This is an optimization exercise on Yosys and OpenROAD, whose aim is small area, a short achievable clock period and few clock cycles per item, not a production implementation.
At most, simulation tests tie the RTL to the original design; equivalence was not proved.

==> run F <==
==> flow/design.v <==
module ad5934_freq_encoder (
    input  wire        clk,
    input  wire        rst,         
    input  wire        in_valid,
    output wire        in_ready,
    input  wire [31:0] in_freq,
    input  wire [31:0] in_fclk,
    output reg         out_valid,
    output wire [23:0] out_code,
    output wire        out_err
);
    reg         busy;        
    reg  [4:0]  cnt;         
    reg         err;         
    reg  [32:0] rem;         
    reg  [23:0] qs;          
    assign in_ready = busy && (err || cnt == 5'd24);
    assign out_code = err ? 24'd0 : qs;
    assign out_err  = err;
    wire [32:0] a    = busy ? {rem[31:0], qs[23]}
                            : {1'b0, in_freq[24:0], in_fclk[31:25]};
    wire        sub  = ~busy | ~rem[32];
    wire [32:0] b    = {33{sub}} ^ {1'b0, in_fclk};
    wire [32:0] p0   = a ^ b;
    wire [32:0] g0   = (a & b) | {32'd0, p0[0] & sub};
    wire [32:0] gl [0:6];
    wire [32:0] pl [0:6];
    assign gl[0] = g0;
    assign pl[0] = p0;
    genvar l, i;
    generate
        for (l = 0; l < 6; l = l + 1) begin : lvl
            for (i = 0; i < 33; i = i + 1) begin : bitl
                if ((i >> l) & 1) begin : comb
                    localparam integer J = ((i >> l) << l) - 1;
                    assign gl[l+1][i] = gl[l][i] | (pl[l][i] & gl[l][J]);
                    assign pl[l+1][i] = pl[l][i] & pl[l][J];
                end else begin : pass
                    assign gl[l+1][i] = gl[l][i];
                    assign pl[l+1][i] = pl[l][i];
                end
            end
        end
    endgenerate
    wire [32:0] sum  = p0 ^ {gl[6][31:0], sub};
    wire        qbit = ~sum[32];
    always @(posedge clk) begin
        rem <= sum;
        if (!busy) begin
            qs  <= in_fclk[24:1];
            err <= (|in_freq[31:25]) | qbit;
            cnt <= 5'd1;
        end else begin
            qs  <= {qs[22:0], qbit};
            cnt <= cnt + 5'd1;
        end
        if (rst) begin
            busy      <= 1'b0;
            out_valid <= 1'b0;
        end else begin
            out_valid <= in_ready && in_valid;
            if (!busy)
                busy <= in_valid;
            else if (in_ready && in_valid)
                busy <= 1'b0;
        end
    end
endmodule
==> flow/flow/run.sh <==
#!/bin/bash
# The standard layout (the standard.sh: standard synthesis, floorplan,
# placement, CTS, routing), with the port buffers that placement inserts on
# every input and output made plain sky130 buffers instead of the default
# delay-buffer cell. Each tool's output is kept in its own log here.
set -euo pipefail
export BUFFER_PORTS_ARGS="-buffer_cell sky130_fd_sc_hd__buf_1"
bash standard.sh > standard_make.log 2>&1
==> flow/standard.sh <==
#!/bin/bash
# synth_recipe.tcl (not shown) runs the flow's synth.tcl, then flattens the netlist and writes it again
# the make line also repeats each setting of config.mk as NAME=value (left out here)
make -C /OpenROAD-flow-scripts/flow DESIGN_CONFIG=/design/flow/config.mk WORK_HOME=/design/flow/orfs CLKGATE_MAP_FILE= SYNTH_SCRIPT=/design/flow/synth_recipe.tcl "${@:-finish}"
==> flow/config.mk <==
export PLATFORM = sky130hd
export DESIGN_NAME = ad5934_freq_encoder
export DESIGN_NICKNAME = ad5934_freq_encoder
export VERILOG_FILES = /design/flow/design.v
export SDC_FILE = /design/flow/constraint.sdc
export NUM_CORES = 4
export LEC_CHECK = 0
export ABC_CLOCK_PERIOD_IN_PS = 2500
export CAP_MARGIN = 20
export CORE_MARGIN = 2
export CORE_UTILIZATION = 40
export CTS_BUF_LIST = sky130_fd_sc_hd__clkbuf_4 sky130_fd_sc_hd__clkbuf_8
export PLACE_DENSITY = 0.6
export SETUP_SLACK_MARGIN = 1.5
export SLEW_MARGIN = 20
==> flow/constraint.sdc <==
create_clock -name core_clock -period 5.0 [get_ports {clk}]
set_input_delay 1.0000 -clock core_clock [delete_from_list [all_inputs] [get_ports {clk}]]
set_output_delay 1.0000 -clock core_clock [all_outputs]
set_load 0.01 [all_outputs]
==> run G: changes against run F <==
==> flow/design.v (replaced) <==
module ad5934_freq_encoder (
    input  wire        clk,
    input  wire        rst,         
    input  wire        in_valid,
    output wire        in_ready,
    input  wire [31:0] in_freq,
    input  wire [31:0] in_fclk,
    output reg         out_valid,
    output wire [23:0] out_code,
    output wire        out_err
);
    localparam integer K  = 1;                  
    localparam integer C  = (25 + K - 1) / K;   
    localparam integer S  = C * K;              
    localparam integer CW = (C > 1) ? $clog2(C) : 1;
    reg            busy;        
    reg  [CW-1:0]  cnt;         
    reg            err;         
    reg  [31:0]    rem;         
    reg  [23:0]    qs;          
    assign in_ready = busy && (err || cnt == C - 1);
    assign out_code = err ? 24'd0 : qs;
    assign out_err  = err;
    function automatic [32:0] step(input [31:0] r, input b, input [31:0] d);
        reg [32:0] t, s;
        begin
            t = {r, b};
            s = t - {1'b0, d};
            if (s[32]) step = {1'b0, t[31:0]};
            else       step = {1'b1, s[31:0]};
        end
    endfunction
    reg  [31:0]   f_rem;
    reg  [23:0]   f_qs;
    reg           f_err;
    reg  [31:0]   n_rem;
    reg  [23:0]   n_qs;
    integer j;
    reg [32:0]  st;
    reg [S-1:0] nb;
    always @* begin
        nb    = in_fclk[S:1];
        f_rem = {1'b0, in_freq[S-1:0], in_fclk[31:S+1]};
        f_qs  = nb[S-K-1:0];
        f_err = |in_freq[31:S];
        for (j = 0; j < K; j = j + 1) begin
            st    = step(f_rem, nb[S-1-j], in_fclk);
            f_rem = st[31:0];
            if (j < S - 24) f_err = f_err | st[32];    
            else            f_qs  = {f_qs[22:0], st[32]};
        end
        n_rem = rem;
        n_qs  = qs;
        for (j = 0; j < K; j = j + 1) begin
            st    = step(n_rem, n_qs[23], in_fclk);
            n_rem = st[31:0];
            n_qs  = {n_qs[22:0], st[32]};
        end
    end
    always @(posedge clk) begin
        if (!busy) begin
            rem <= f_rem;
            qs  <= f_qs;
            err <= f_err;
            cnt <= 1;
        end else begin
            rem <= n_rem;
            qs  <= n_qs;
            cnt <= cnt + 1'b1;
        end
        if (rst) begin
            busy      <= 1'b0;
            out_valid <= 1'b0;
        end else begin
            out_valid <= in_ready && in_valid;
            if (!busy)
                busy <= in_valid;
            else if (in_ready && in_valid)
                busy <= 1'b0;
        end
    end
endmodule
==> flow/run.sh (new file) <==
#!/bin/bash
# synth_recipe.tcl (not shown) runs the flow's synth.tcl, then flattens the netlist and writes it again
# the make line also repeats each setting of config.mk as NAME=value (left out here)
make -C /OpenROAD-flow-scripts/flow DESIGN_CONFIG=/design/flow/config.mk WORK_HOME=/design/flow/orfs CLKGATE_MAP_FILE= SYNTH_SCRIPT=/design/flow/synth_recipe.tcl finish
- ABC_CLOCK_PERIOD_IN_PS: 2500 -> unset
- CTS_BUF_LIST: sky130_fd_sc_hd__clkbuf_4 sky130_fd_sc_hd__clkbuf_8 -> unset
- SETUP_SLACK_MARGIN: 1.5 -> unset
removed: flow/flow/run.sh
removed: flow/standard.sh
==> run A: changes against run F <==
==> flow/design.v (replaced) <==
module ad5934_freq_encoder (
    input  wire        clk,
    input  wire        rst,         
    input  wire        in_valid,
    output wire        in_ready,
    input  wire [31:0] in_freq,
    input  wire [31:0] in_fclk,
    output reg         out_valid,
    output wire [23:0] out_code,
    output wire        out_err
);
    localparam integer K  = 2;                  
    localparam integer C  = (25 + K - 1) / K;   
    localparam integer S  = C * K;              
    localparam integer E  = S - 24;             
    localparam integer CW = (C > 1) ? $clog2(C) : 1;
    reg            busy;        
    reg  [CW-1:0]  cnt;         
    reg            err;         
    reg  [31:0]    rem;         
    reg  [23:0]    qs;          
    assign in_ready = busy && (err || cnt == C - 1);
    assign out_code = err ? 24'd0 : qs;
    assign out_err  = err;
    wire [S-1:0] nb = in_fclk[S:1];
    reg  [31:0]  r;
    reg  [K-1:0] bits;
    reg  [K-1:0] qb;
    reg  [32:0]  t, s;
    integer j;
    always @* begin
        if (busy) begin
            r    = rem;
            bits = qs[23:24-K];
        end else begin
            r    = {1'b0, in_freq[S-1:0], in_fclk[31:S+1]};
            bits = nb[S-1:S-K];
        end
        for (j = 0; j < K; j = j + 1) begin
            t = {r, bits[K-1-j]};
            s = t - {1'b0, in_fclk};
            qb[K-1-j] = ~s[32];
            r = s[32] ? t[31:0] : s[31:0];
        end
    end
    wire [S-1:0] nbq      = {nb[S-K-1:0], {K{1'b0}}};
    wire [K-1:0] qb_low   = qb & ((1 << (K - E)) - 1);
    wire [23:0]  qs_first = nbq[S-1:E] | qb_low;
    wire        err_first = (|in_freq[31:S]) | (|qb[K-1:K-E]);
    always @(posedge clk) begin
        rem <= r;
        if (!busy) begin
            qs  <= qs_first;
            err <= err_first;
            cnt <= 1;
        end else begin
            qs  <= {qs[23-K:0], qb};
            cnt <= cnt + 1'b1;
        end
        if (rst) begin
            busy      <= 1'b0;
            out_valid <= 1'b0;
        end else begin
            out_valid <= in_ready && in_valid;
            if (!busy)
                busy <= in_valid;
            else if (in_ready && in_valid)
                busy <= 1'b0;
        end
    end
endmodule
==> flow/run.sh (new file) <==
#!/bin/bash
# synth_recipe.tcl (not shown) runs the flow's synth.tcl, then flattens the netlist and writes it again
# the make line also repeats each setting of config.mk as NAME=value (left out here)
make -C /OpenROAD-flow-scripts/flow DESIGN_CONFIG=/design/flow/config.mk WORK_HOME=/design/flow/orfs CLKGATE_MAP_FILE= SYNTH_SCRIPT=/design/flow/synth_recipe.tcl finish
- ABC_CLOCK_PERIOD_IN_PS: 2500 -> unset
- CTS_BUF_LIST: sky130_fd_sc_hd__clkbuf_4 sky130_fd_sc_hd__clkbuf_8 -> unset
- SETUP_SLACK_MARGIN: 1.5 -> unset
removed: flow/flow/run.sh
removed: flow/standard.sh
==> run R: changes against run F <==
--- a/flow/design.v
+++ b/flow/design.v
@@ -12,2 +12,3 @@
     reg         busy;        
+    reg         idle;        
     reg  [4:0]  cnt;         
@@ -19,5 +20,5 @@
     assign out_err  = err;
-    wire [32:0] a    = busy ? {rem[31:0], qs[23]}
-                            : {1'b0, in_freq[24:0], in_fclk[31:25]};
-    wire        sub  = ~busy | ~rem[32];
+    wire [32:0] a    = idle ? {1'b0, in_freq[24:0], in_fclk[31:25]}
+                            : {rem[31:0], qs[23]};
+    wire        sub  = idle | ~rem[32];
     wire [32:0] b    = {33{sub}} ^ {1'b0, in_fclk};
@@ -58,2 +59,3 @@
             busy      <= 1'b0;
+            idle      <= 1'b1;
             out_valid <= 1'b0;
@@ -61,6 +63,9 @@
             out_valid <= in_ready && in_valid;
-            if (!busy)
+            if (!busy) begin
                 busy <= in_valid;
-            else if (in_ready && in_valid)
+                idle <= ~in_valid;
+            end else if (in_ready && in_valid) begin
                 busy <= 1'b0;
+                idle <= 1'b1;
+            end
         end
- ABC_AREA: unset -> 1
- ABC_CLOCK_PERIOD_IN_PS: 2500 -> unset
==> notes <==
Run G produced a clean layout. Run A produced a layout that fails on setup timing. Run F completed with no timing, DRC or antenna violations. Run R ran to the end with no violations.
Via count: run A > run G > run R > run F.
The lowest non-clock buffer count belongs to run F, the highest to run A.
Sequential share of layout area, highest first: run F, run R, run G, run A.
The lowest hold slack belongs to run G, the highest to run F.
Of run R and run F, run R has the higher synthesized cell count (gap 55%, measured against run F).
Testbench counts of run F, summed over its fixed seeds: cycles 46,148, items 2,048.
Function not checked in run G, run A and run R: the RTL went through the layout flow alone.

[what the ideal ports hide]
No port has a modelled driver above. Below, the same layouts with a new extraction and two added sets of constraints. Step 1 sets driving cells, clkbuf_16 on the clock port and buf_2 on the other inputs (assumed; they add their load-dependent delay and slew). Step 2 times the ports against the registers' clock, not the clock port: input delays grow and output delays shrink by t, the midpoint of the rising clock arrivals with the driver on. Three values: no drivers, after step 1, after step 2; two values: the first two.
run | shift t [ns] | setup slack, ns | latest minus earliest clock arrival (ns) | slew at the worst register clock pin (ns)
run F | 0.371 | 1.739 / 1.739 / 1.489 | 0.008 / 0.008 | 0.08 / 0.08
run G | 0.395 | 0.681 / 0.704 / 0.309 | 0.004 / 0.004 | 0.06 / 0.06
run A | 0.392 | -0.855 / -0.863 / -1.254 | 0.013 / 0.013 | 0.07 / 0.07
run R | 0.382 | 1.883 / 1.851 / 1.827 | 0.012 / 0.013 | 0.08 / 0.08
For run A, which loses most, drivers alone change the setup slack by -0.008 ns; drivers and shift together by -0.399 ns.
